From an optimization exercise on the open Yosys and OpenROAD flow, aimed at small area, a short achievable clock period and few clock cycles per item; shortcuts taken in it are not production practice. Function was checked by simulation only, so behaviour that the tests miss may differ from the original.

`run.sh`:
```
#!/bin/bash
# synth_recipe.tcl (not shown) runs the flow's synth.tcl, then flattens the netlist and writes it again
# the make line also repeats each setting of config.mk as NAME=value (left out here)
make -C /OpenROAD-flow-scripts/flow DESIGN_CONFIG=/design/flow/config.mk WORK_HOME=/design/flow/orfs CLKGATE_MAP_FILE= SYNTH_SCRIPT=/design/flow/synth_recipe.tcl finish
```
`config.mk`:
```
export PLATFORM = sky130hd
export DESIGN_NAME = smolbit_arith
export DESIGN_NICKNAME = smolbit_arith
export VERILOG_FILES = /design/flow/design.v
export SDC_FILE = /design/flow/constraint.sdc
export NUM_CORES = 4
export LEC_CHECK = 0
export CAP_MARGIN = 20
export CORE_MARGIN = 2
export CORE_UTILIZATION = 40
export SLEW_MARGIN = 20
```
`constraint.sdc`:
```
create_clock -name core_clock -period 8.0 [get_ports {clk}]
set_input_delay 1.6000 -clock core_clock [delete_from_list [all_inputs] [get_ports {clk}]]
set_output_delay 1.6000 -clock core_clock [all_outputs]
set_load 0.01 [all_outputs]
```
`design.v`:
```
module smolbit_mul #(parameter R = 8) (
    input  wire [31:0]  a,
    input  wire [32:0]  x,
    input  wire [R-1:0] d,
    input  wire         inv,
    output wire [32:0]  mac
);
    wire [32:0] xi = x ^ {33{inv}};
    assign mac = {1'b0, a} + xi * d + {32'd0, inv};
endmodule
module smolbit_div (
    input  wire [4:0] l,
    input  wire [4:0] v,
    output reg  [3:0] k
);
    always @* begin
        case ({v, l})
        10'd66: k = 4'd1;
        10'd67: k = 4'd1;
        10'd68: k = 4'd2;
        10'd69: k = 4'd2;
        10'd70: k = 4'd3;
        10'd71: k = 4'd3;
        10'd72: k = 4'd4;
        10'd73: k = 4'd4;
        10'd74: k = 4'd5;
        10'd75: k = 4'd5;
        10'd76: k = 4'd6;
        10'd77: k = 4'd6;
        10'd78: k = 4'd7;
        10'd79: k = 4'd7;
        10'd80: k = 4'd8;
        10'd81: k = 4'd8;
        10'd82: k = 4'd9;
        10'd83: k = 4'd9;
        10'd84: k = 4'd10;
        10'd85: k = 4'd10;
        10'd86: k = 4'd11;
        10'd87: k = 4'd11;
        10'd88: k = 4'd12;
        10'd89: k = 4'd12;
        10'd90: k = 4'd13;
        10'd91: k = 4'd13;
        10'd92: k = 4'd14;
        10'd93: k = 4'd14;
        10'd94: k = 4'd15;
        10'd95: k = 4'd15;
        10'd99: k = 4'd1;
        10'd100: k = 4'd1;
        10'd101: k = 4'd1;
        10'd102: k = 4'd2;
        10'd103: k = 4'd2;
        10'd104: k = 4'd2;
        10'd105: k = 4'd3;
        10'd106: k = 4'd3;
        10'd107: k = 4'd3;
        10'd108: k = 4'd4;
        10'd109: k = 4'd4;
        10'd110: k = 4'd4;
        10'd111: k = 4'd5;
        10'd112: k = 4'd5;
        10'd113: k = 4'd5;
        10'd114: k = 4'd6;
        10'd115: k = 4'd6;
        10'd116: k = 4'd6;
        10'd117: k = 4'd7;
        10'd118: k = 4'd7;
        10'd119: k = 4'd7;
        10'd120: k = 4'd8;
        10'd121: k = 4'd8;
        10'd122: k = 4'd8;
        10'd123: k = 4'd9;
        10'd124: k = 4'd9;
        10'd125: k = 4'd9;
        10'd126: k = 4'd10;
        10'd127: k = 4'd10;
        10'd132: k = 4'd1;
        10'd133: k = 4'd1;
        10'd134: k = 4'd1;
        10'd135: k = 4'd1;
        10'd136: k = 4'd2;
        10'd137: k = 4'd2;
        10'd138: k = 4'd2;
        10'd139: k = 4'd2;
        10'd140: k = 4'd3;
        10'd141: k = 4'd3;
        10'd142: k = 4'd3;
        10'd143: k = 4'd3;
        10'd144: k = 4'd4;
        10'd145: k = 4'd4;
        10'd146: k = 4'd4;
        10'd147: k = 4'd4;
        10'd148: k = 4'd5;
        10'd149: k = 4'd5;
        10'd150: k = 4'd5;
        10'd151: k = 4'd5;
        10'd152: k = 4'd6;
        10'd153: k = 4'd6;
        10'd154: k = 4'd6;
        10'd155: k = 4'd6;
        10'd156: k = 4'd7;
        10'd157: k = 4'd7;
        10'd158: k = 4'd7;
        10'd159: k = 4'd7;
        10'd165: k = 4'd1;
        10'd166: k = 4'd1;
        10'd167: k = 4'd1;
        10'd168: k = 4'd1;
        10'd169: k = 4'd1;
        10'd170: k = 4'd2;
        10'd171: k = 4'd2;
        10'd172: k = 4'd2;
        10'd173: k = 4'd2;
        10'd174: k = 4'd2;
        10'd175: k = 4'd3;
        10'd176: k = 4'd3;
        10'd177: k = 4'd3;
        10'd178: k = 4'd3;
        10'd179: k = 4'd3;
        10'd180: k = 4'd4;
        10'd181: k = 4'd4;
        10'd182: k = 4'd4;
        10'd183: k = 4'd4;
        10'd184: k = 4'd4;
        10'd185: k = 4'd5;
        10'd186: k = 4'd5;
        10'd187: k = 4'd5;
        10'd188: k = 4'd5;
        10'd189: k = 4'd5;
        10'd190: k = 4'd6;
        10'd191: k = 4'd6;
        10'd198: k = 4'd1;
        10'd199: k = 4'd1;
        10'd200: k = 4'd1;
        10'd201: k = 4'd1;
        10'd202: k = 4'd1;
        10'd203: k = 4'd1;
        10'd204: k = 4'd2;
        10'd205: k = 4'd2;
        10'd206: k = 4'd2;
        10'd207: k = 4'd2;
        10'd208: k = 4'd2;
        10'd209: k = 4'd2;
        10'd210: k = 4'd3;
        10'd211: k = 4'd3;
        10'd212: k = 4'd3;
        10'd213: k = 4'd3;
        10'd214: k = 4'd3;
        10'd215: k = 4'd3;
        10'd216: k = 4'd4;
        10'd217: k = 4'd4;
        10'd218: k = 4'd4;
        10'd219: k = 4'd4;
        10'd220: k = 4'd4;
        10'd221: k = 4'd4;
        10'd222: k = 4'd5;
        10'd223: k = 4'd5;
        10'd231: k = 4'd1;
        10'd232: k = 4'd1;
        10'd233: k = 4'd1;
        10'd234: k = 4'd1;
        10'd235: k = 4'd1;
        10'd236: k = 4'd1;
        10'd237: k = 4'd1;
        10'd238: k = 4'd2;
        10'd239: k = 4'd2;
        10'd240: k = 4'd2;
        10'd241: k = 4'd2;
        10'd242: k = 4'd2;
        10'd243: k = 4'd2;
        10'd244: k = 4'd2;
        10'd245: k = 4'd3;
        10'd246: k = 4'd3;
        10'd247: k = 4'd3;
        10'd248: k = 4'd3;
        10'd249: k = 4'd3;
        10'd250: k = 4'd3;
        10'd251: k = 4'd3;
        10'd252: k = 4'd4;
        10'd253: k = 4'd4;
        10'd254: k = 4'd4;
        10'd255: k = 4'd4;
        10'd264: k = 4'd1;
        10'd265: k = 4'd1;
        10'd266: k = 4'd1;
        10'd267: k = 4'd1;
        10'd268: k = 4'd1;
        10'd269: k = 4'd1;
        10'd270: k = 4'd1;
        10'd271: k = 4'd1;
        10'd272: k = 4'd2;
        10'd273: k = 4'd2;
        10'd274: k = 4'd2;
        10'd275: k = 4'd2;
        10'd276: k = 4'd2;
        10'd277: k = 4'd2;
        10'd278: k = 4'd2;
        10'd279: k = 4'd2;
        10'd280: k = 4'd3;
        10'd281: k = 4'd3;
        10'd282: k = 4'd3;
        10'd283: k = 4'd3;
        10'd284: k = 4'd3;
        10'd285: k = 4'd3;
        10'd286: k = 4'd3;
        10'd287: k = 4'd3;
        10'd297: k = 4'd1;
        10'd298: k = 4'd1;
        10'd299: k = 4'd1;
        10'd300: k = 4'd1;
        10'd301: k = 4'd1;
        10'd302: k = 4'd1;
        10'd303: k = 4'd1;
        10'd304: k = 4'd1;
        10'd305: k = 4'd1;
        10'd306: k = 4'd2;
        10'd307: k = 4'd2;
        10'd308: k = 4'd2;
        10'd309: k = 4'd2;
        10'd310: k = 4'd2;
        10'd311: k = 4'd2;
        10'd312: k = 4'd2;
        10'd313: k = 4'd2;
        10'd314: k = 4'd2;
        10'd315: k = 4'd3;
        10'd316: k = 4'd3;
        10'd317: k = 4'd3;
        10'd318: k = 4'd3;
        10'd319: k = 4'd3;
        10'd330: k = 4'd1;
        10'd331: k = 4'd1;
        10'd332: k = 4'd1;
        10'd333: k = 4'd1;
        10'd334: k = 4'd1;
        10'd335: k = 4'd1;
        10'd336: k = 4'd1;
        10'd337: k = 4'd1;
        10'd338: k = 4'd1;
        10'd339: k = 4'd1;
        10'd340: k = 4'd2;
        10'd341: k = 4'd2;
        10'd342: k = 4'd2;
        10'd343: k = 4'd2;
        10'd344: k = 4'd2;
        10'd345: k = 4'd2;
        10'd346: k = 4'd2;
        10'd347: k = 4'd2;
        10'd348: k = 4'd2;
        10'd349: k = 4'd2;
        10'd350: k = 4'd3;
        10'd351: k = 4'd3;
        10'd363: k = 4'd1;
        10'd364: k = 4'd1;
        10'd365: k = 4'd1;
        10'd366: k = 4'd1;
        10'd367: k = 4'd1;
        10'd368: k = 4'd1;
        10'd369: k = 4'd1;
        10'd370: k = 4'd1;
        10'd371: k = 4'd1;
        10'd372: k = 4'd1;
        10'd373: k = 4'd1;
        10'd374: k = 4'd2;
        10'd375: k = 4'd2;
        10'd376: k = 4'd2;
        10'd377: k = 4'd2;
        10'd378: k = 4'd2;
        10'd379: k = 4'd2;
        10'd380: k = 4'd2;
        10'd381: k = 4'd2;
        10'd382: k = 4'd2;
        10'd383: k = 4'd2;
        10'd396: k = 4'd1;
        10'd397: k = 4'd1;
        10'd398: k = 4'd1;
        10'd399: k = 4'd1;
        10'd400: k = 4'd1;
        10'd401: k = 4'd1;
        10'd402: k = 4'd1;
        10'd403: k = 4'd1;
        10'd404: k = 4'd1;
        10'd405: k = 4'd1;
        10'd406: k = 4'd1;
        10'd407: k = 4'd1;
        10'd408: k = 4'd2;
        10'd409: k = 4'd2;
        10'd410: k = 4'd2;
        10'd411: k = 4'd2;
        10'd412: k = 4'd2;
        10'd413: k = 4'd2;
        10'd414: k = 4'd2;
        10'd415: k = 4'd2;
        10'd429: k = 4'd1;
        10'd430: k = 4'd1;
        10'd431: k = 4'd1;
        10'd432: k = 4'd1;
        10'd433: k = 4'd1;
        10'd434: k = 4'd1;
        10'd435: k = 4'd1;
        10'd436: k = 4'd1;
        10'd437: k = 4'd1;
        10'd438: k = 4'd1;
        10'd439: k = 4'd1;
        10'd440: k = 4'd1;
        10'd441: k = 4'd1;
        10'd442: k = 4'd2;
        10'd443: k = 4'd2;
        10'd444: k = 4'd2;
        10'd445: k = 4'd2;
        10'd446: k = 4'd2;
        10'd447: k = 4'd2;
        10'd462: k = 4'd1;
        10'd463: k = 4'd1;
        10'd464: k = 4'd1;
        10'd465: k = 4'd1;
        10'd466: k = 4'd1;
        10'd467: k = 4'd1;
        10'd468: k = 4'd1;
        10'd469: k = 4'd1;
        10'd470: k = 4'd1;
        10'd471: k = 4'd1;
        10'd472: k = 4'd1;
        10'd473: k = 4'd1;
        10'd474: k = 4'd1;
        10'd475: k = 4'd1;
        10'd476: k = 4'd2;
        10'd477: k = 4'd2;
        10'd478: k = 4'd2;
        10'd479: k = 4'd2;
        10'd495: k = 4'd1;
        10'd496: k = 4'd1;
        10'd497: k = 4'd1;
        10'd498: k = 4'd1;
        10'd499: k = 4'd1;
        10'd500: k = 4'd1;
        10'd501: k = 4'd1;
        10'd502: k = 4'd1;
        10'd503: k = 4'd1;
        10'd504: k = 4'd1;
        10'd505: k = 4'd1;
        10'd506: k = 4'd1;
        10'd507: k = 4'd1;
        10'd508: k = 4'd1;
        10'd509: k = 4'd1;
        10'd510: k = 4'd2;
        10'd511: k = 4'd2;
        10'd528: k = 4'd1;
        10'd529: k = 4'd1;
        10'd530: k = 4'd1;
        10'd531: k = 4'd1;
        10'd532: k = 4'd1;
        10'd533: k = 4'd1;
        10'd534: k = 4'd1;
        10'd535: k = 4'd1;
        10'd536: k = 4'd1;
        10'd537: k = 4'd1;
        10'd538: k = 4'd1;
        10'd539: k = 4'd1;
        10'd540: k = 4'd1;
        10'd541: k = 4'd1;
        10'd542: k = 4'd1;
        10'd543: k = 4'd1;
        10'd561: k = 4'd1;
        10'd562: k = 4'd1;
        10'd563: k = 4'd1;
        10'd564: k = 4'd1;
        10'd565: k = 4'd1;
        10'd566: k = 4'd1;
        10'd567: k = 4'd1;
        10'd568: k = 4'd1;
        10'd569: k = 4'd1;
        10'd570: k = 4'd1;
        10'd571: k = 4'd1;
        10'd572: k = 4'd1;
        10'd573: k = 4'd1;
        10'd574: k = 4'd1;
        10'd575: k = 4'd1;
        10'd594: k = 4'd1;
        10'd595: k = 4'd1;
        10'd596: k = 4'd1;
        10'd597: k = 4'd1;
        10'd598: k = 4'd1;
        10'd599: k = 4'd1;
        10'd600: k = 4'd1;
        10'd601: k = 4'd1;
        10'd602: k = 4'd1;
        10'd603: k = 4'd1;
        10'd604: k = 4'd1;
        10'd605: k = 4'd1;
        10'd606: k = 4'd1;
        10'd607: k = 4'd1;
        10'd627: k = 4'd1;
        10'd628: k = 4'd1;
        10'd629: k = 4'd1;
        10'd630: k = 4'd1;
        10'd631: k = 4'd1;
        10'd632: k = 4'd1;
        10'd633: k = 4'd1;
        10'd634: k = 4'd1;
        10'd635: k = 4'd1;
        10'd636: k = 4'd1;
        10'd637: k = 4'd1;
        10'd638: k = 4'd1;
        10'd639: k = 4'd1;
        10'd660: k = 4'd1;
        10'd661: k = 4'd1;
        10'd662: k = 4'd1;
        10'd663: k = 4'd1;
        10'd664: k = 4'd1;
        10'd665: k = 4'd1;
        10'd666: k = 4'd1;
        10'd667: k = 4'd1;
        10'd668: k = 4'd1;
        10'd669: k = 4'd1;
        10'd670: k = 4'd1;
        10'd671: k = 4'd1;
        10'd693: k = 4'd1;
        10'd694: k = 4'd1;
        10'd695: k = 4'd1;
        10'd696: k = 4'd1;
        10'd697: k = 4'd1;
        10'd698: k = 4'd1;
        10'd699: k = 4'd1;
        10'd700: k = 4'd1;
        10'd701: k = 4'd1;
        10'd702: k = 4'd1;
        10'd703: k = 4'd1;
        10'd726: k = 4'd1;
        10'd727: k = 4'd1;
        10'd728: k = 4'd1;
        10'd729: k = 4'd1;
        10'd730: k = 4'd1;
        10'd731: k = 4'd1;
        10'd732: k = 4'd1;
        10'd733: k = 4'd1;
        10'd734: k = 4'd1;
        10'd735: k = 4'd1;
        10'd759: k = 4'd1;
        10'd760: k = 4'd1;
        10'd761: k = 4'd1;
        10'd762: k = 4'd1;
        10'd763: k = 4'd1;
        10'd764: k = 4'd1;
        10'd765: k = 4'd1;
        10'd766: k = 4'd1;
        10'd767: k = 4'd1;
        10'd792: k = 4'd1;
        10'd793: k = 4'd1;
        10'd794: k = 4'd1;
        10'd795: k = 4'd1;
        10'd796: k = 4'd1;
        10'd797: k = 4'd1;
        10'd798: k = 4'd1;
        10'd799: k = 4'd1;
        10'd825: k = 4'd1;
        10'd826: k = 4'd1;
        10'd827: k = 4'd1;
        10'd828: k = 4'd1;
        10'd829: k = 4'd1;
        10'd830: k = 4'd1;
        10'd831: k = 4'd1;
        10'd858: k = 4'd1;
        10'd859: k = 4'd1;
        10'd860: k = 4'd1;
        10'd861: k = 4'd1;
        10'd862: k = 4'd1;
        10'd863: k = 4'd1;
        10'd891: k = 4'd1;
        10'd892: k = 4'd1;
        10'd893: k = 4'd1;
        10'd894: k = 4'd1;
        10'd895: k = 4'd1;
        10'd924: k = 4'd1;
        10'd925: k = 4'd1;
        10'd926: k = 4'd1;
        10'd927: k = 4'd1;
        10'd957: k = 4'd1;
        10'd958: k = 4'd1;
        10'd959: k = 4'd1;
        10'd990: k = 4'd1;
        10'd991: k = 4'd1;
        10'd1023: k = 4'd1;
        default: k = 4'd0;
        endcase
    end
endmodule
module smolbit_log2 (
    input  wire [31:0] w,
    output reg  [4:0]  l
);
    integer i;
    always @* begin
        l = 5'd0;
        for (i = 0; i < 32; i = i + 1)
            if (w[i]) l = i[4:0];
    end
endmodule
module smolbit_arith (
    input  wire        clk,
    input  wire        rst,
    input  wire        in_valid,
    output wire        in_ready,
    input  wire [2:0]  in_mode,
    input  wire [31:0] in_a,
    input  wire [31:0] in_b,
    output reg         out_valid,
    output wire [31:0] out_result
);
    localparam integer R  = 8;           
    localparam integer ND = 32 / R;      
    localparam integer DW = (ND > 8) ? 4 : (ND > 4) ? 3 : 2;
    localparam integer SM = R - 1;       
    localparam [2:0] M_ADD = 3'd0, M_SUB = 3'd1, M_MUL = 3'd2, M_DIV = 3'd3,
                     M_MOV = 3'd4, M_LDI = 3'd5, M_POW = 3'd6, M_ROOT = 3'd7;
    localparam [2:0] S_IDLE  = 3'd0,
                     S_FAST  = 3'd1,   
                     S_MUL   = 3'd2,   
                     S_DALN  = 3'd3,   
                     S_DSUB  = 3'd4,   
                     S_RSET  = 3'd6,   
                     S_RMUL  = 3'd7;   
    reg [2:0]    st;
    reg [31:0]   u, v, acc;
    reg [32:0]   x;
    reg          afirst;      
    reg          useu;        
    reg          usedig;      
    reg [R-1:0]  dk;
    reg          inv;
    reg          ispow;
    reg          ph;          
    reg [1:0]    nb;          
    reg [2:0]    e;           
    reg [4:0]    deg;         
    reg [4:0]    la;          
    reg [5:0]    sd;          
    reg [DW-1:0] di;          
    reg [4:0]    cnt;         
    reg [3:0]    j;           
    reg [3:0]    kc;          
    reg          sgn;         
    reg          rfirst, tfail, pchk, big, ovl, pc, ovf;
    assign out_result = acc;
    wire [31:0] addend = useu ? u : (afirst ? 32'd0 : acc);
    wire [15:0] ohj  = 16'd1 << j;
    wire [15:0] cand = v[15:0] | ohj;                        
    wire        inroot = (st == S_RMUL);
    wire [31:0] mpl  = inroot ? {16'd0, cand} : v;           
    reg  [DW-1:0] lastd;
    integer t;
    always @* begin
        lastd = {DW{1'b0}};
        for (t = 1; t < ND; t = t + 1)
            if (mpl[t*R +: R] != {R{1'b0}}) lastd = t[DW-1:0];
    end
    wire         last  = (di == lastd);
    reg  [R-1:0] digit;
    always @* begin
        digit = mpl[R-1:0];
        for (t = 1; t < ND; t = t + 1)
            if (di == t) digit = mpl[t*R +: R];
    end
    wire [R-1:0] d = usedig ? digit : dk;
    wire [32:0] mac;
    smolbit_mul #(.R(R)) u_mac (.a(addend), .x(x), .d(d), .inv(inv), .mac(mac));
    wire        xgtu = x > {1'b0, u};
    wire [3:0]  k0;
    smolbit_div u_k (.l(la), .v(deg), .k(k0));
    wire        pass  = rfirst | (~tfail & ~ovf & ~xgtu);
    wire [3:0]  jj    = rfirst ? k0 : j;
    wire [15:0] ohjj  = rfirst ? (16'd1 << k0) : ohj;
    wire [15:0] rn    = pass ? (v[15:0] | ohjj) : v[15:0];
    wire [15:0] candn = rn | (ohjj >> 1);
    wire [4:0]  lx;
    smolbit_log2 u_lx (.w(x[31:0]), .l(lx));
    wire [5:0]  lsum  = {1'b0, lx} + {2'b00, kc};
    wire        big_n  = (di == 0) ? (lsum == 6'd31) : big;
    wire        ovl_n  = (di == 0) ? lsum[5] : ovl;
    wire        pc_n   = (di == 0) ? mac[32] : (mac[32] ^ pc);
    wire        ovfn   = ovl_n | (big_n & pc_n);
    wire        sgnn  = sgn ^ mac[32];
    wire [5:0]  sdn   = sd - {3'd0, dsh(sd)};
    function automatic [2:0] dsh(input [5:0] s);
        dsh = (s > SM) ? SM[2:0] : s[2:0];
    endfunction
    reg fin;
    always @* begin
        case (st)
        S_FAST:  fin = 1'b1;
        S_MUL:   fin = last & (~ispow | ((ph | ~e[2]) & (nb == 2'd1)));
        S_DALN:  fin = sd[5];
        S_DSUB:  fin = (cnt == 5'd0);
        S_RSET:  fin = (jj == 4'd0);
        default: fin = 1'b0;
        endcase
    end
    assign in_ready = (st == S_IDLE) | fin;
    wire accept = in_valid & in_ready;
    function automatic [DW:0] ndig(input [31:0] w);
        integer i;
        begin
            ndig = 0;
            for (i = 0; i < ND; i = i + 1)
                if (w[i*R +: R] != {R{1'b0}}) ndig = i + 1;
        end
    endfunction
    wire swap = ndig(in_a) < ndig(in_b);
    wire [4:0] la_in, lb_in;
    smolbit_log2 u_la (.w(in_a), .l(la_in));
    smolbit_log2 u_lb (.w(in_b), .l(lb_in));
    wire [5:0] sd_in = {1'b0, la_in} - {1'b0, lb_in};
    wire b_zero = (in_b == 32'd0);
    wire b_one  = (in_b == 32'd1);
    wire b_ge16 = (in_b[31:4] != 28'd0);
    wire b_ge32 = (in_b[31:5] != 27'd0);
    wire a_zero = (in_a == 32'd0);
    reg [2:0]   st_n;
    reg         u_en, v_en, x_en, acc_en;
    reg [31:0]  u_n, v_n, acc_n;
    reg [32:0]  x_n;
    reg         afirst_n, useu_n, usedig_n, inv_n;
    reg [R-1:0] dk_n;
    always @* begin
        st_n = st;
        u_en = 1'b0; v_en = 1'b0; x_en = 1'b0; acc_en = 1'b0;
        u_n = in_a; v_n = 32'd0; x_n = 33'd0; acc_n = mac[31:0];
        afirst_n = afirst; useu_n = useu; usedig_n = usedig; inv_n = inv; dk_n = dk;
        case (st)
        S_FAST: begin
            acc_en = 1'b1;
        end
        S_MUL: begin
            acc_en   = 1'b1;
            afirst_n = 1'b0;
            if (!last) begin
                x_en = 1'b1; x_n = {x[32-R:0], {R{1'b0}}};
            end else if (ispow) begin
                afirst_n = 1'b1;
                x_en = 1'b1; x_n = {1'b0, mac[31:0]};
                v_en = 1'b1;
                v_n  = (!ph && e[2]) ? u : mac[31:0];
            end
        end
        S_DALN: begin
            acc_en = 1'b1; acc_n = 32'd0;
            x_en = 1'b1; x_n = {1'b0, mac[31:0]};
            dk_n = {{(R-1){1'b0}}, 1'b1} << dsh(sdn);
            if (sdn == 6'd0) begin
                st_n = S_DSUB; useu_n = 1'b1; afirst_n = 1'b0;
                dk_n = 1; inv_n = 1'b1;
            end
        end
        S_DSUB: begin
            u_en = 1'b1; u_n = mac[31:0];
            acc_en = 1'b1; acc_n = {acc[30:0], ~sgnn};
            x_en = 1'b1; x_n = {1'b0, x[32:1]};
            inv_n = ~sgnn;
        end
        S_RSET: begin
            if (jj == 4'd0) begin
                acc_en = 1'b1; acc_n = {16'd0, rn};
            end else begin
                v_en = 1'b1; v_n = {16'd0, rn};
                x_en = 1'b1; x_n = {17'd0, candn};
                afirst_n = 1'b1;
                st_n = S_RMUL;
            end
        end
        S_RMUL: begin
            acc_en   = 1'b1;
            afirst_n = 1'b0;
            if (di == 0 && pchk && (ovf || xgtu)) begin
                st_n = S_RSET;
            end else if (last) begin
                x_en = 1'b1; x_n = {1'b0, mac[31:0]};
                afirst_n = 1'b1;
                if (cnt == 5'd1) st_n = S_RSET;
            end else begin
                x_en = 1'b1; x_n = {x[32-R:0], {R{1'b0}}};
            end
        end
        default: ;
        endcase
        if (fin) st_n = S_IDLE;
        if (accept) begin
            u_en = 1'b1; u_n = in_a;
            x_en = 1'b1; x_n = {1'b0, in_b};
            afirst_n = 1'b1; useu_n = 1'b0; usedig_n = 1'b0; inv_n = 1'b0;
            dk_n = 1;
            st_n = S_FAST;
            case (in_mode)
            M_ADD: useu_n = 1'b1;
            M_SUB: begin useu_n = 1'b1; inv_n = 1'b1; end
            M_MUL: begin
                st_n = S_MUL; usedig_n = 1'b1;
                x_n  = {1'b0, swap ? in_b : in_a};
                v_en = 1'b1; v_n = swap ? in_a : in_b;
            end
            M_DIV: begin
                if (b_zero)        dk_n = 0;
                else if (sd_in[5]) dk_n = 0;             
                else begin
                    st_n = S_DALN;
                    dk_n = {{(R-1){1'b0}}, 1'b1} << dsh(sd_in);
                end
            end
            M_POW: begin
                if (b_ge16)      dk_n = 0;
                else if (b_zero) begin dk_n = 0; inv_n = 1'b1; end
                else if (b_one)  begin dk_n = 0; useu_n = 1'b1; end
                else begin
                    st_n = S_MUL; usedig_n = 1'b1;
                    x_n  = {1'b0, in_a};
                    v_en = 1'b1; v_n = in_a;
                end
            end
            M_ROOT: begin
                if (b_zero || a_zero) dk_n = 0;
                else if (b_one)  begin dk_n = 0; useu_n = 1'b1; end
                else if (b_ge32) begin dk_n = 0; inv_n = 1'b1; end
                else begin
                    st_n = S_RSET; usedig_n = 1'b1;
                    v_en = 1'b1; v_n = 32'd0;
                end
            end
            default: ;    
            endcase
        end
    end
    always @(posedge clk) begin
        if (u_en)   u   <= u_n;
        if (v_en)   v   <= v_n;
        if (x_en)   x   <= x_n;
        if (acc_en) acc <= acc_n;
        afirst <= afirst_n;
        useu   <= useu_n;
        usedig <= usedig_n;
        inv    <= inv_n;
        dk     <= dk_n;
        if (rst) begin
            st        <= S_IDLE;
            out_valid <= 1'b0;
        end else begin
            st        <= st_n;
            out_valid <= fin;
        end
        case (st)
        S_MUL: if (last && ispow) begin
            di <= 0;
            if (!ph && e[2]) ph <= 1'b1;
            else begin ph <= 1'b0; e <= {e[1:0], 1'b0}; nb <= nb - 2'd1; end
        end else di <= di + 1'b1;
        S_DALN: begin
            sd  <= sdn;
            cnt <= cnt + {2'b00, dsh(sd)};
        end
        S_DSUB: begin
            sgn <= sgnn;
            cnt <= cnt - 5'd1;
        end
        S_RSET: begin
            rfirst <= 1'b0;
            j      <= jj - 4'd1;
            kc     <= rfirst ? k0 : kc;
            cnt    <= deg - 5'd1;
            tfail  <= 1'b0;
            pchk   <= 1'b0;
            di     <= 0;
            ovf    <= 1'b0;
            big    <= 1'b0;
        end
        S_RMUL: begin
            big <= big_n;
            ovl <= ovl_n;
            pc  <= pc_n;
            if (di == 0 && pchk && (ovf || xgtu)) begin
                tfail <= 1'b1;
            end else if (last) begin
                di   <= 0;
                pchk <= 1'b1;
                ovf  <= ovfn;
                cnt  <= cnt - 5'd1;
            end else begin
                di <= di + 1'b1;
            end
        end
        default: ;
        endcase
        if (accept) begin
            di  <= 0;
            ph  <= 1'b0;
            cnt <= 5'd0;
            sgn <= 1'b0;
            sd  <= sd_in;
            la  <= la_in;
            deg <= in_b[4:0];
            rfirst <= 1'b1;
            ispow <= (in_mode == M_POW);
            if (in_b[3]) begin
                nb <= 2'd3; e <= in_b[2:0];
            end else if (in_b[2]) begin
                nb <= 2'd2; e <= {in_b[1:0], 1'b0};
            end else begin
                nb <= 2'd1; e <= {in_b[0], 2'b00};
            end
        end
    end
endmodule
```
==> results of run 1 <==
## sequential cells by signal, summed over array words and instances, names as in the netlist, 2 cells and up
name,flops
k0,4
cnt,5
di,2
dk,8
kc,4
x,33
deg,5
e,3
la,5
v,32
nb,2
j,4
st,3
sd,6
u,32
acc,32
## timing repair
action / 4_1_cts / 5_1_grt
setup endpoints to repair: 0 / 20
hold buffers: 0 / 0
resized for setup: 0 / 5
buffers inserted: 0 / 3
## logic make-up after synthesis
logic type,synth area share [%]
simple gates,17.3
compound gates,20.8
buf+inv,7.81
fa+ha+maj,22.8
flops,24.6
xor+xnor,4.40
mux,2.21
## cell usage after synthesis, types with 15 or more instances
cell	number
a211oi_1	23
o21bai_1	15
a21o_1	37
nor3_1	52
ha_1	99
inv_1	291
a31oi_1	16
nand2_1	312
buf_2	20
o21ai_0	122
nand2b_1	29
xnor2_1	69
o31ai_1	17
buf_1	23
o22ai_1	53
nand3_1	47
edfxtp_1	176
and3_1	18
mux2i_1	39
dfxtp_1	19
a222oi_1	17
o22a_1	21
clkbuf_1	120
nor2b_1	30
nor2_1	233
xor2_1	44
a22o_1	18
fa_1	197
nor4_1	31
a22oi_1	96
a21oi_1	166
## worst max-delay path, cell delays in order (launching register included)
cell      delay, ns
dfxtp_1        0.48
inv_1          0.12
ha_1           0.27
or4b_1         0.56
buf_4          0.19
a211oi_1       0.32
nor4_4         0.11
buf_12         0.22
nand2_1        0.10
fa_1           0.44
fa_1           0.51
inv_1          0.04
ha_1           0.26
inv_1          0.05
fa_1           0.48
inv_1          0.06
fa_1           0.43
a21o_1         0.21
a21oi_1        0.22
o21bai_1       0.09
a21oi_1        0.29
o211ai_1       0.19
and3_1         0.24
or2_2          0.36
a31oi_1        0.24
xnor2_1        0.29
a222oi_1       0.38
o22ai_1        0.13
## final cells by class
class	instances	area, µm²	share of cell area (%)
well taps	756	946	3.70
clock inverters	11	82.6	0.323
clock buffers	21	450	1.76
diodes	2	5.00	0.0196
inverters	292	1100	4.30
repair buffers	185	1680	6.57
multi-input cells	2034	15600	61.2
flip-flops and latches	195	5670	22.2
## per-layer routing
layer / up-vias / part of all wire [%] / GRT usage, %
met1: 10600 / 43 / 41.1
met2: 1114 / 45 / 46.6
met4: 0 / 3.8 / 11.1
met3: 144 / 8.2 / 3.00
met5: - / 0 / 0
li1: 9532 / - / -
## path summary, 6_finish.rpt
path / startpoint / end / cells past startpoint
min: sgn$_SDFFE_PP0P_ / sgn$_SDFFE_PP0P_ / 2
min reg2reg: sgn$_SDFFE_PP0P_ / sgn$_SDFFE_PP0P_ / 2
max: di[0]$_SDFFE_PP0P_ / x[25]$_DFFE_PP_ / 27
max reg2reg: di[0]$_SDFFE_PP0P_ / x[25]$_DFFE_PP_ / 27
## through the flow
stage,hold slack [ns],instance area (µm²)
6_report,0.520,25600
5_1_grt,0.533,25600
4_1_cts,0.518,25500
3_5_place_dp,0.505,25000
3_3_place_gp,0.479,25000
2_1_floorplan,0.455,23000
==> results.sh, run 1 <==
export IMPL_setup_tns_ns=0
export IMPL_cts_tree="built"
export IMPL_num_vias=21400
export IMPL_timing_final_ws_setup_ns=0.416
export IMPL_num_rows=87
export IMPL_wl_mm=87.7
export IMPL_async_flop_share_pct=0
export IMPL_clock_sinks=195
export IMPL_min_period_ns=7.58
export IMPL_nFillCells=5687
export IMPL_status="timing/DRC/antenna clean"
export IMPL_cts_root_buf="clkbuf_16"
export IMPL_dr_first_iter_drc_count=2710
export IMPL_syn2layout_area_growth_pct=11.2
export IMPL_vias_per_cell=6.11
export IMPL_grt_ovfl_total=0
export IMPL_fin_cells=3496
export IMPL_die_h_um=244
export IMPL_drcViolationCount=0
export IMPL_clock_skew_final_ns=0.0176
export IMPL_cts_clk_slew_worst_paths_ns=0.08
export IMPL_synth_area_leaders="edfxtp_1 23%, fa_1 17%, ha_1 5.4%"
export IMPL_ys_flop_type="edfxtp_1"
export IMPL_drive_gt1_share_pct=6.39
export IMPL_finalSetupViolCount=0
export IMPL_grt_start_max_net_pins=70
export IMPL_yosys_area_top_type_share_pct=23.0
export IMPL_finalNetCount=3091
export IMPL_required_ns=8.20
export IMPL_cts_buffer_depth=2
export IMPL_crit_path_end_kind="flop"
export IMPL_startpoint_type="flop"
export IMPL_antenna_left=0
export IMPL_crit_type="flop to flop"
export IMPL_detail_route_wl_per_cell_um=25.1
export IMPL_max_freq_ghz=0.132
export IMPL_grt_pass1_wl_mm=132
export IMPL_core_area_mm2=0.0566
export IMPL_dp_cells=3459
export IMPL_die_area_mm2=0.0594
export IMPL_numCtsBuffers=17
export IMPL_worst_pin_slew_ns=0.999
export IMPL_io_pins=104
export IMPL_final_core_util_pct=45.2
export IMPL_finalCritPeriodShare_pct=94.8
export IMPL_r2r_slack_ns=0.42
export IMPL_htree_levels=4
export IMPL_portBuffers=103
export IMPL_antenna_found_initial=0
export IMPL_synthCells=2691
export IMPL_grt_pass1_vias=21200
export IMPL_layout_common_cells="311 x nand2_1, 291 x inv_1, 229 x nor2_1, 197 x fa_1, 176 x edfxtp_1"
export IMPL_crit_fanout=35
export IMPL_ys_types=90
export IMPL_ys_ff_latch=195
export IMPL_seq_area_frac_synth_pct=24.6
export IMPL_drtPass1Iterations=9
export IMPL_synth_edff_count=176
export IMPL_synth_top_area_cell="edfxtp_1"
export IMPL_pre_cts_ws_ns=0.218
export IMPL_final_hold_violation_count=0
export IMPL_slew_headroom_pct=31.5
export IMPL_start_util_pct=40.6
export IMPL_grt_use_total_pct=29.3
export IMPL_place_congestion=0.960
export IMPL_drv_cap=0
export IMPL_die_w_um=244
export IMPL_final_common_cell="nand2_1"
export IMPL_slew_viol_final=0
export IMPL_hold_class="flop to flop"
export IMPL_worstSkewPairLatency_ns=0.48
export IMPL_syn_area_mm2=0.0230
export IMPL_syn_nets=3057
export IMPL_worstPathArrival_ns=7.78
export IMPL_yosysWarnings=3
export IMPL_dp_hpwl_mm=69.4
export IMPL_rsz0062_at_grt="no"
export IMPL_avgSynthCellArea_um2=8.54
Testbench counts, summed over its fixed seeds: cycles 14,946, ops 3,200.
==> run 2, diff against run 1 <==
--- a/design.v
+++ b/design.v
@@ -522,11 +522,11 @@
     reg [2:0]    st;
     reg [31:0]   u, v, acc;
     reg [32:0]   x;
+    reg [R-1:0]  dq;          
+    reg          inv;         
     reg          afirst;      
     reg          useu;        
-    reg          usedig;      
-    reg [R-1:0]  dk;
-    reg          inv;
+    reg          msel;        
     reg          ispow;
     reg          ph;          
     reg [1:0]    nb;          
@@ -542,11 +542,13 @@
     reg          rfirst, tfail, pchk, big, ovl, pc, ovf;
     assign out_result = acc;
     wire [31:0] addend = useu ? u : (afirst ? 32'd0 : acc);
+    wire [32:0] mac;
+    smolbit_mul #(.R(R)) u_mac (.a(addend), .x(x), .d(dq), .inv(inv), .mac(mac));
     wire [15:0] ohj  = 16'd1 << j;
     wire [15:0] cand = v[15:0] | ohj;                        
-    wire        inroot = (st == S_RMUL);
-    wire [31:0] mpl  = inroot ? {16'd0, cand} : v;           
+    wire [31:0] mpl  = (st == S_RMUL) ? {16'd0, cand} : (msel ? u : v);
     reg  [DW-1:0] lastd;
+    reg  [R-1:0]  dnext;
     integer t;
     always @* begin
         lastd = {DW{1'b0}};
@@ -554,15 +556,12 @@
             if (mpl[t*R +: R] != {R{1'b0}}) lastd = t[DW-1:0];
     end
     wire         last  = (di == lastd);
-    reg  [R-1:0] digit;
+    wire [DW-1:0] din  = last ? {DW{1'b0}} : di + 1'b1;
     always @* begin
-        digit = mpl[R-1:0];
+        dnext = mpl[R-1:0];
         for (t = 1; t < ND; t = t + 1)
-            if (di == t) digit = mpl[t*R +: R];
+            if (din == t) dnext = mpl[t*R +: R];
     end
-    wire [R-1:0] d = usedig ? digit : dk;
-    wire [32:0] mac;
-    smolbit_mul #(.R(R)) u_mac (.a(addend), .x(x), .d(d), .inv(inv), .mac(mac));
     wire        xgtu = x > {1'b0, u};
     wire [3:0]  k0;
     smolbit_div u_k (.l(la), .v(deg), .k(k0));
@@ -571,26 +570,27 @@
     wire [15:0] ohjj  = rfirst ? (16'd1 << k0) : ohj;
     wire [15:0] rn    = pass ? (v[15:0] | ohjj) : v[15:0];
     wire [15:0] candn = rn | (ohjj >> 1);
+    wire        rdone = rfirst ? (la < deg) : (j == 4'd0);
     wire [4:0]  lx;
     smolbit_log2 u_lx (.w(x[31:0]), .l(lx));
-    wire [5:0]  lsum  = {1'b0, lx} + {2'b00, kc};
+    wire [5:0]  lsum   = {1'b0, lx} + {2'b00, kc};
     wire        big_n  = (di == 0) ? (lsum == 6'd31) : big;
     wire        ovl_n  = (di == 0) ? lsum[5] : ovl;
     wire        pc_n   = (di == 0) ? mac[32] : (mac[32] ^ pc);
     wire        ovfn   = ovl_n | (big_n & pc_n);
-    wire        sgnn  = sgn ^ mac[32];
-    wire [5:0]  sdn   = sd - {3'd0, dsh(sd)};
+    wire        abort  = (di == 0) & pchk & (ovf | xgtu);
     function automatic [2:0] dsh(input [5:0] s);
         dsh = (s > SM) ? SM[2:0] : s[2:0];
     endfunction
+    wire        sgnn = sgn ^ mac[32];
+    wire [5:0]  sdn  = sd - {3'd0, dsh(sd)};
     reg fin;
     always @* begin
         case (st)
         S_FAST:  fin = 1'b1;
         S_MUL:   fin = last & (~ispow | ((ph | ~e[2]) & (nb == 2'd1)));
-        S_DALN:  fin = sd[5];
         S_DSUB:  fin = (cnt == 5'd0);
-        S_RSET:  fin = (jj == 4'd0);
+        S_RSET:  fin = rdone;
         default: fin = 1'b0;
         endcase
     end
@@ -604,7 +604,7 @@
                 if (w[i*R +: R] != {R{1'b0}}) ndig = i + 1;
         end
     endfunction
-    wire swap = ndig(in_a) < ndig(in_b);
+    wire swap = (in_b[31:16] != 16'd0) & (in_a[31:16] == 16'd0);
     wire [4:0] la_in, lb_in;
     smolbit_log2 u_la (.w(in_a), .l(la_in));
     smolbit_log2 u_lb (.w(in_b), .l(lb_in));
@@ -618,13 +618,14 @@
     reg         u_en, v_en, x_en, acc_en;
     reg [31:0]  u_n, v_n, acc_n;
     reg [32:0]  x_n;
-    reg         afirst_n, useu_n, usedig_n, inv_n;
-    reg [R-1:0] dk_n;
+    reg [R-1:0] dq_n;
+    reg         afirst_n, useu_n, inv_n, msel_n;
     always @* begin
         st_n = st;
         u_en = 1'b0; v_en = 1'b0; x_en = 1'b0; acc_en = 1'b0;
-        u_n = in_a; v_n = 32'd0; x_n = 33'd0; acc_n = mac[31:0];
-        afirst_n = afirst; useu_n = useu; usedig_n = usedig; inv_n = inv; dk_n = dk;
+        u_n = mac[31:0]; v_n = {16'd0, rn}; x_n = {1'b0, mac[31:0]}; acc_n = mac[31:0];
+        dq_n = dnext;
+        afirst_n = afirst; useu_n = useu; inv_n = inv; msel_n = msel;
         case (st)
         S_FAST: begin
             acc_en = 1'b1;
@@ -636,43 +637,48 @@
                 x_en = 1'b1; x_n = {x[32-R:0], {R{1'b0}}};
             end else if (ispow) begin
                 afirst_n = 1'b1;
-                x_en = 1'b1; x_n = {1'b0, mac[31:0]};
-                v_en = 1'b1;
-                v_n  = (!ph && e[2]) ? u : mac[31:0];
+                x_en = 1'b1;
+                u_en = 1'b1;
+                if (!ph && e[2]) begin
+                    msel_n = 1'b0; dq_n = v[R-1:0];
+                end else begin
+                    msel_n = 1'b1; dq_n = mac[R-1:0];
+                end
             end
         end
         S_DALN: begin
             acc_en = 1'b1; acc_n = 32'd0;
-            x_en = 1'b1; x_n = {1'b0, mac[31:0]};
-            dk_n = {{(R-1){1'b0}}, 1'b1} << dsh(sdn);
+            x_en = 1'b1;
+            dq_n = {{(R-1){1'b0}}, 1'b1} << dsh(sdn);
             if (sdn == 6'd0) begin
-                st_n = S_DSUB; useu_n = 1'b1; afirst_n = 1'b0;
-                dk_n = 1; inv_n = 1'b1;
+                st_n = S_DSUB; useu_n = 1'b1; afirst_n = 1'b0; inv_n = 1'b1;
             end
         end
         S_DSUB: begin
-            u_en = 1'b1; u_n = mac[31:0];
+            u_en = 1'b1;
             acc_en = 1'b1; acc_n = {acc[30:0], ~sgnn};
             x_en = 1'b1; x_n = {1'b0, x[32:1]};
             inv_n = ~sgnn;
+            dq_n = 1;
         end
         S_RSET: begin
-            if (jj == 4'd0) begin
+            if (rdone) begin
                 acc_en = 1'b1; acc_n = {16'd0, rn};
             end else begin
-                v_en = 1'b1; v_n = {16'd0, rn};
+                v_en = 1'b1;
                 x_en = 1'b1; x_n = {17'd0, candn};
                 afirst_n = 1'b1;
+                dq_n = candn[R-1:0];
                 st_n = S_RMUL;
             end
         end
         S_RMUL: begin
             acc_en   = 1'b1;
             afirst_n = 1'b0;
-            if (di == 0 && pchk && (ovf || xgtu)) begin
+            if (abort) begin
                 st_n = S_RSET;
             end else if (last) begin
-                x_en = 1'b1; x_n = {1'b0, mac[31:0]};
+                x_en = 1'b1;
                 afirst_n = 1'b1;
                 if (cnt == 5'd1) st_n = S_RSET;
             end else begin
@@ -685,41 +691,45 @@
         if (accept) begin
             u_en = 1'b1; u_n = in_a;
             x_en = 1'b1; x_n = {1'b0, in_b};
-            afirst_n = 1'b1; useu_n = 1'b0; usedig_n = 1'b0; inv_n = 1'b0;
-            dk_n = 1;
+            afirst_n = 1'b1; useu_n = 1'b0; inv_n = 1'b0; msel_n = 1'b0;
+            dq_n = 1;
             st_n = S_FAST;
             case (in_mode)
             M_ADD: useu_n = 1'b1;
             M_SUB: begin useu_n = 1'b1; inv_n = 1'b1; end
             M_MUL: begin
-                st_n = S_MUL; usedig_n = 1'b1;
+                st_n = S_MUL;
                 x_n  = {1'b0, swap ? in_b : in_a};
-                v_en = 1'b1; v_n = swap ? in_a : in_b;
+                v_en = 1'b1; v_n = in_b;
+                msel_n = swap;
+                dq_n = swap ? in_a[R-1:0] : in_b[R-1:0];
             end
             M_DIV: begin
-                if (b_zero)        dk_n = 0;
-                else if (sd_in[5]) dk_n = 0;             
+                if (b_zero)        dq_n = 0;
+                else if (sd_in[5]) dq_n = 0;             
                 else begin
                     st_n = S_DALN;
-                    dk_n = {{(R-1){1'b0}}, 1'b1} << dsh(sd_in);
+                    dq_n = {{(R-1){1'b0}}, 1'b1} << dsh(sd_in);
                 end
             end
             M_POW: begin
-                if (b_ge16)      dk_n = 0;
-                else if (b_zero) begin dk_n = 0; inv_n = 1'b1; end
-                else if (b_one)  begin dk_n = 0; useu_n = 1'b1; end
+                if (b_ge16)      dq_n = 0;
+                else if (b_zero) begin dq_n = 0; inv_n = 1'b1; end
+                else if (b_one)  begin dq_n = 0; useu_n = 1'b1; end
                 else begin
-                    st_n = S_MUL; usedig_n = 1'b1;
+                    st_n = S_MUL;
                     x_n  = {1'b0, in_a};
                     v_en = 1'b1; v_n = in_a;
+                    msel_n = 1'b1;
+                    dq_n = in_a[R-1:0];
                 end
             end
             M_ROOT: begin
-                if (b_zero || a_zero) dk_n = 0;
-                else if (b_one)  begin dk_n = 0; useu_n = 1'b1; end
-                else if (b_ge32) begin dk_n = 0; inv_n = 1'b1; end
+                if (b_zero || a_zero) dq_n = 0;
+                else if (b_one)  begin dq_n = 0; useu_n = 1'b1; end
+                else if (b_ge32) begin dq_n = 0; inv_n = 1'b1; end
                 else begin
-                    st_n = S_RSET; usedig_n = 1'b1;
+                    st_n = S_RSET;
                     v_en = 1'b1; v_n = 32'd0;
                 end
             end
@@ -732,11 +742,11 @@
         if (v_en)   v   <= v_n;
         if (x_en)   x   <= x_n;
         if (acc_en) acc <= acc_n;
+        dq     <= dq_n;
         afirst <= afirst_n;
         useu   <= useu_n;
-        usedig <= usedig_n;
         inv    <= inv_n;
-        dk     <= dk_n;
+        msel   <= msel_n;
         if (rst) begin
             st        <= S_IDLE;
             out_valid <= 1'b0;
@@ -761,19 +771,18 @@
         S_RSET: begin
             rfirst <= 1'b0;
             j      <= jj - 4'd1;
-            kc     <= rfirst ? k0 : kc;
+            if (rfirst) kc <= k0;
             cnt    <= deg - 5'd1;
             tfail  <= 1'b0;
             pchk   <= 1'b0;
             di     <= 0;
             ovf    <= 1'b0;
-            big    <= 1'b0;
         end
         S_RMUL: begin
             big <= big_n;
             ovl <= ovl_n;
             pc  <= pc_n;
-            if (di == 0 && pchk && (ovf || xgtu)) begin
+            if (abort) begin
                 tfail <= 1'b1;
             end else if (last) begin
                 di   <= 0;
==> run 2 against run 1 <==
Clock-buffer cell count is 4 lower. Routed wire length is 15% higher. Cell count is 2.9% higher. Non-clock buffer count is 16 lower. Highest routed layer unchanged.
==> results.sh, run 2 <==
export IMPL_drcViolationCount=0
export IMPL_max_freq_ghz=0.138
export IMPL_wl_mm=101
export IMPL_io_pins=104
export IMPL_syn2layout_area_growth_pct=10.6
export IMPL_die_area_mm2=0.0603
export IMPL_clock_skew_final_ns=0.0170
export IMPL_cts_tree="built"
export IMPL_finalNetCount=3182
export IMPL_numCtsBuffers=17
export IMPL_synth_top_area_cell="edfxtp_1"
export IMPL_slew_viol_final=0
export IMPL_worstPathArrival_ns=7.60
export IMPL_crit_fanout=30
export IMPL_hold_class="flop to flop"
export IMPL_core_area_mm2=0.0577
export IMPL_finalCritPeriodShare_pct=90.9
export IMPL_yosysMostFrequentCell="nand2_1"
export IMPL_cts_root_buf="clkbuf_16"
export IMPL_setup_tns_ns=0
export IMPL_syn_nets=3150
export IMPL_rsz0062_at_grt="no"
export IMPL_synthCells=2785
export IMPL_required_ns=8.33
export IMPL_seq_area_frac_synth_pct=23.9
export IMPL_crit_path_end_kind="flop"
export IMPL_synth_area_leaders="edfxtp_1 22%, fa_1 17%, nand2_1 6.2%"
export IMPL_status="timing/DRC/antenna clean"
export IMPL_startpoint_type="flop"
export IMPL_slew_headroom_pct=30.9
export IMPL_finalSetupViolCount=0
export IMPL_grt_use_total_pct=33.3
export IMPL_dp_hpwl_mm=79.2
export IMPL_ys_types=85
export IMPL_num_vias=22800
export IMPL_syn_area_mm2=0.0233
export IMPL_num_rows=88
export IMPL_place_congestion=0.999
export IMPL_cts_clk_slew_worst_paths_ns=0.08
export IMPL_ys_ff_latch=195
export IMPL_antenna_left=0
export IMPL_dr_first_iter_drc_count=3121
export IMPL_portBuffers=103
export IMPL_drive_gt1_share_pct=4.73
export IMPL_layout_common_cells="384 x nand2_1, 289 x inv_1, 197 x fa_1, 195 x a21oi_1, 168 x edfxtp_1"
export IMPL_avgSynthCellArea_um2=8.38
export IMPL_clock_sinks=195
export IMPL_synth_edff_count=168
export IMPL_vias_per_cell=6.35
export IMPL_largest_reg_flops=33
export IMPL_final_common_cell="nand2_1"
export IMPL_async_flop_share_pct=0
export IMPL_cts_hold_buffers=0
export IMPL_detail_route_wl_per_cell_um=28.0
export IMPL_final_hold_violation_count=0
export IMPL_final_core_util_pct=44.7
export IMPL_worst_pin_slew_ns=1.03
export IMPL_fin_hold_ws_ns=0.494
export IMPL_grt_pass1_wl_mm=148
export IMPL_postCtsSetupBuffers=0
export IMPL_htree_levels=4
export IMPL_grt_start_max_net_pins=80
export IMPL_top_register="x"
export IMPL_worstSkewPairLatency_ns=0.49
export IMPL_die_w_um=246
export IMPL_cts_buffer_depth=2
export IMPL_start_util_pct=40.4
export IMPL_ys_flop_type="edfxtp_1"
export IMPL_min_period_ns=7.27
export IMPL_crit_type="flop to flop"
export IMPL_cts_repair_resized=0
export IMPL_synth_common_cells="385 x nand2_1, 289 x inv_1, 197 x fa_1, 195 x a21oi_1"
export IMPL_antenna_found_initial=2
export IMPL_grt_ovfl_total=0
export IMPL_drtPass1Iterations=8
export IMPL_drv_cap=0
export IMPL_yosys_area_top_type_share_pct=21.6
export IMPL_yosysWarnings=3
export IMPL_grt_pass1_vias=22000
export IMPL_die_h_um=246
[run 2: changes by cell type after synthesis, sizes merged, moves of 11 or more]
cell and delta:
xnor2 -23, a221oi +15, nor2 -66, o21ai +18, a31oi +19, a22o +11, buf -22, and2 +83
nand2 +73, a22oi -24, o22a -13, a21oi +29
[run 2: kinds of logic (layout without fill, tap and decap cells)]
group	after synthesis	count (layout)	share of synthesized area [%]
xor gates and xnor gates	92	92	3.45
and+or+nand+nor	926	926	18.5
muxes	46	46	2.23
other	0	1	0
AOI/OAI and AO/OA	779	779	22.2
buffers and inverters	449	494	7.39
DFF	195	195	23.9
adders and majority gates	298	298	22.3
[run 2: layer usage]
metal / vias up / routed length, µm / track usage [%]
met3: 180 / 11200 / 7.58
met4: 0 / 3150 / 9.93
li1: 9923 / - / -
met2: 1388 / 43000 / 49.6
met5: - / 0 / 0
met1: 11400 / 43300 / 47.9
[run 2: metrics by stage]
step           area (µm²)  setup slack [ns]  std cells
6_report            25800             0.732       3596
3_5_place_dp        25200             0.671       3563
5_1_grt             25800             0.296       3595
4_1_cts             25800             0.733       3595
2_1_floorplan       23300              1.50       2785
3_3_place_gp        25200             0.740       3563
[run 2: layout make-up]
| class | instances | area [µm²] |
|---|---|---|
| antenna | 1 | 2.50 |
| clock buffer | 17 | 425 |
| clock inverter | 15 | 150 |
| fill | 5775 | 31900 |
| inverter | 293 | 1110 |
| multi-input combinational | 2141 | 16100 |
| sequential | 195 | 5590 |
| tap | 765 | 957 |
| timing repair buffer | 169 | 1530 |
[run 2: worst paths after layout]
check                                   startpoint                  to  slack [ns]  depth (start not counted)
worst max register to register       inv$_DFFE_PP_     x[28]$_DFFE_PP_        0.73                         22
worst max-delay path                 inv$_DFFE_PP_     x[28]$_DFFE_PP_        0.73                         22
worst min register to register  di[1]$_SDFFE_PP0P_  di[1]$_SDFFE_PP0P_        0.49                          2
worst min-delay path            di[1]$_SDFFE_PP0P_  di[1]$_SDFFE_PP0P_        0.49                          2
[run 2: critical path: stages (launching register included)]
cell and delay, ns:
edfxtp_1 0.73, buf_4 0.50, xor2_1 0.54, nand2_1 0.16
fa_1 0.52, inv_1 0.05, fa_1 0.51, inv_1 0.06
fa_1 0.53, inv_1 0.05, fa_1 0.44, ha_1 0.32
o21ai_0 0.15, a21oi_1 0.17, o41ai_1 0.10, buf_4 0.16
a211oi_1 0.62, o21ai_0 0.36, o21bai_1 0.20, a21oi_1 0.11
xnor2_1 0.51, a21oi_1 0.16, a31oi_1 0.19
Testbench counts of run 2, summed over its fixed seeds: cycles 14,980, ops 3,200.
==> run 3, diff against run 2 <==
--- a/config.mk
+++ b/config.mk
@@ -8,4 +8,5 @@
 export CAP_MARGIN = 20
 export CORE_MARGIN = 2
 export CORE_UTILIZATION = 40
+export SETUP_SLACK_MARGIN = 2.0
 export SLEW_MARGIN = 20
==> run 3 against run 2 <==
Critical path type unchanged. Routed wire length fell by 3.2%. Critical path depth is 3 higher. Clock-buffer cell count stayed put. Synthesized cell count unchanged. Non-clock buffer count increased by 53. Die area stayed put. Critical endpoint is now inv$_DFFE_PP_. Largest cell class unchanged. Flip-flop and latch count stayed put. Global-route usage fell by 1.3 points. Clock skew up 0.00053 ns.
==> results.sh, run 3 <==
export IMPL_syn_area_mm2=0.0233
export IMPL_numCtsBuffers=17
export IMPL_slowest_stage="fa_1"
export IMPL_hold_class="flop to flop"
export IMPL_grt_pass1_vias=21900
export IMPL_rsz0062_at_grt="yes"
export IMPL_antenna_left=0
export IMPL_crit_path_max_incr_delay_ns=0.53
export IMPL_final_hold_violation_count=0
export IMPL_largest_reg_flops=33
export IMPL_finalNetCount=3235
export IMPL_grt_start_max_net_pins=101
export IMPL_vias_per_cell=6.30
export IMPL_core_area_mm2=0.0577
export IMPL_max_freq_ghz=0.166
export IMPL_crit_type="flop to flop"
export IMPL_final_common_cell="nand2_1"
export IMPL_place_congestion=1.06
export IMPL_nFillCells=5600
export IMPL_crit_family="adder cells"
export IMPL_io_pins=104
export IMPL_startpoint_type="flop"
export IMPL_top_register="x"
export IMPL_worstPathArrival_ns=6.23
export IMPL_num_rows=88
export IMPL_synth_common_cells="385 x nand2_1, 289 x inv_1, 197 x fa_1, 195 x a21oi_1"
export IMPL_seq_area_frac_synth_pct=23.9
export IMPL_drv_cap=0
export IMPL_finalSetupViolCount=0
export IMPL_layout_common_cells="380 x nand2_1, 284 x inv_1, 193 x fa_1, 181 x a21oi_1, 168 x edfxtp_1"
export IMPL_cts_buffer_depth=2
export IMPL_ys_flop_type="edfxtp_1"
export IMPL_r2r_end="inv$_DFFE_PP_"
export IMPL_hold_depth=2
export IMPL_cp_num_buf_inv=7
export IMPL_start_util_pct=40.4
export IMPL_drtPass1Iterations=6
export IMPL_yosysWarnings=3
export IMPL_ys_types=85
export IMPL_worstHoldStart="di[1]$_SDFFE_PP0P_"
export IMPL_min_period_ns=6.02
export IMPL_setup_tns_ns=0
export IMPL_hold_end="di[1]$_SDFFE_PP0P_"
export IMPL_required_ns=8.21
export IMPL_r2r_slack_ns=1.98
export IMPL_grt_ovfl_total=0
export IMPL_status="timing/DRC/antenna clean"
export IMPL_grt_use_total_pct=32.0
export IMPL_wl_mm=97.4
export IMPL_reg2reg_depth=25
export IMPL_portBuffers=103
export IMPL_dr_first_iter_drc_count=2969
export IMPL_dp_hpwl_mm=75.2
export IMPL_clock_skew_final_ns=0.0175
export IMPL_worst_pin_slew_ns=1.14
export IMPL_slew_viol_final=0
export IMPL_die_area_mm2=0.0603
export IMPL_clock_sinks=195
export IMPL_die_h_um=246
export IMPL_cts_tree="built"
export IMPL_finalCritPeriodShare_pct=75.3
export IMPL_drive_gt1_share_pct=10.5
export IMPL_synth_top_area_cell="edfxtp_1"
export IMPL_detail_route_wl_per_cell_um=26.7
export IMPL_crit_fanout=7
export IMPL_antenna_found_initial=2
export IMPL_fin_cells=3648
export IMPL_htree_levels=4
export IMPL_slew_headroom_pct=23.7
export IMPL_avgSynthCellArea_um2=8.38
export IMPL_yosysMostFrequentCell="nand2_1"
export IMPL_drcViolationCount=0
export IMPL_synthCells=2785
export IMPL_cts_hold_buffers=0
export IMPL_ys_ff_latch=195
export IMPL_stdcell_area_mm2=0.0274
export IMPL_syn2layout_area_growth_pct=17.6
export IMPL_cts_root_buf="clkbuf_16"
export IMPL_syn_nets=3150
export IMPL_n_antenna_cell=0
export IMPL_synth_area_leaders="edfxtp_1 22%, fa_1 17%, nand2_1 6.2%"
export IMPL_yosys_area_top_type_share_pct=21.6
export IMPL_cts_clk_slew_worst_paths_ns=0.08
export IMPL_crit_path_end_kind="flop"
export IMPL_crit_top_cell="fa_1"
export IMPL_die_w_um=246
export IMPL_synth_edff_count=168
export IMPL_reg2reg_from="inv$_DFFE_PP_"
export IMPL_dp_cells=3559
export IMPL_num_vias=23000
export IMPL_async_flop_share_pct=0
export IMPL_grt_pass1_wl_mm=143
export IMPL_place_area_mm2=0.0253
export IMPL_worstSkewPairLatency_ns=0.49
[run 3: cell counts after synthesis]
No cell type changed its count.
[run 3: repair_timing]
item | 4_1_cts | 5_1_grt
pin swaps | 11 | 56
cloned | 2 | 0
setup buffers | 17 | 38
resized for setup | 81 | 102
setup endpoints to repair | 73 | 82
[run 3: cell families after synthesis]
family | Yosys count | synth area share, %
and+or+nand+nor | 926 | 18.5
AOI/OAI and AO/OA | 779 | 22.2
buffers and inverters | 449 | 7.39
adders and majority gates | 298 | 22.3
DFF | 195 | 23.9
xor gates and xnor gates | 92 | 3.45
muxes | 46 | 2.23
[run 3: how the worst max path moves through the flow]
stage / start / to / slack, ns / cells past startpoint
floorplan: inv$_DFFE_PP_ / x[30]$_DFFE_PP_ / 2.01 / 24
global placement: in_a[26] / dq[3]$_DFF_P_ / 1.03 / 15
detailed placement: inv$_DFFE_PP_ / inv$_DFFE_PP_ / 0.97 / 23
CTS: inv$_DFFE_PP_ / x[30]$_DFFE_PP_ / 1.92 / 25
global route: inv$_DFFE_PP_ / inv$_DFFE_PP_ / 1.80 / 26
finish: inv$_DFFE_PP_ / inv$_DFFE_PP_ / 1.98 / 25
[run 3: per-layer routing]
| layer | GRT usage, % | wire [µm] |
|---|---|---|
| met5 | 0 | 0 |
| met4 | 10.5 | 3370 |
| met3 | 7.04 | 11000 |
| met2 | 47.9 | 42200 |
| met1 | 45.6 | 40900 |
[run 3: stage by stage]
stage          setup WS (ns)  hold slack (ns)  utilization [%]
4_1_cts                 1.92            0.483             46.0
3_3_place_gp            1.03            0.469             43.8
6_report                1.98            0.482             47.6
3_5_place_dp           0.965            0.472             43.8
5_1_grt                 1.80            0.527             47.6
2_1_floorplan           2.01            0.445                -
[run 3: cell type report]
class | instances | area, µm² | area share [%]
sequential | 195 | 5590 | 20.4
timing repair buffer | 222 | 2080 | 7.58
clock buffer | 17 | 425 | 1.55
clock inverter | 15 | 138 | 0.502
inverter | 293 | 1110 | 4.05
multi-input combinational | 2141 | 17100 | 62.4
tap | 765 | 957 | 3.49
[run 3: worst register-to-register path, stage by stage (launching register included)]
cell and delay [ns]:
edfxtp_1 0.42, buf_6 0.18, buf_16 0.17, buf_12 0.14, xor2_4 0.23, nand2_2 0.09
fa_1 0.53, inv_1 0.06, fa_1 0.50, inv_1 0.06, fa_1 0.53, inv_2 0.05
fa_1 0.52, ha_4 0.30, a21boi_4 0.18, o21a_1 0.17, o21a_1 0.15, o2111a_1 0.25
nand2b_4 0.16, o2111ai_2 0.13, a21oi_2 0.21, xnor2_2 0.13, buf_6 0.15, xnor2_4 0.08
o31ai_2 0.24, o21ai_1 0.10

## static timing again, ports no longer ideal
Ports are ideal in the flow. The routed layouts listed here were re-timed in OpenROAD. Step 1, drivers: a clkbuf_16 drives clk and a buf_2 each remaining input, both assumed. Step 2, shift: input delay + t, output delay - t, t = (earliest + latest rising clock arrival at the registers) / 2. This alone moves slack from input paths to output paths. Three values: no drivers, after step 1, after step 2; two values: the first two.
| run | shift t [ns] | setup WS [ns] | hold slack, ns | slew at the worst register clock pin (ns) |
|---|---|---|---|---|
| run 1 | 0.518 | 0.416 / 0.416 / 0.416 | 0.520 / 0.520 / 0.520 | 0.08 / 0.08 |
| run 2 | 0.537 | 0.732 / 0.732 / 0.554 | 0.494 / 0.494 / 0.494 | 0.09 / 0.09 |
| run 3 | 0.538 | 1.979 / 1.979 / 1.741 | 0.482 / 0.482 / 0.482 | 0.09 / 0.09 |
After both steps every run listed still meets setup and hold. For run 3, which loses most, drivers alone change the setup slack by 0.000 ns; drivers and shift together by -0.238 ns.
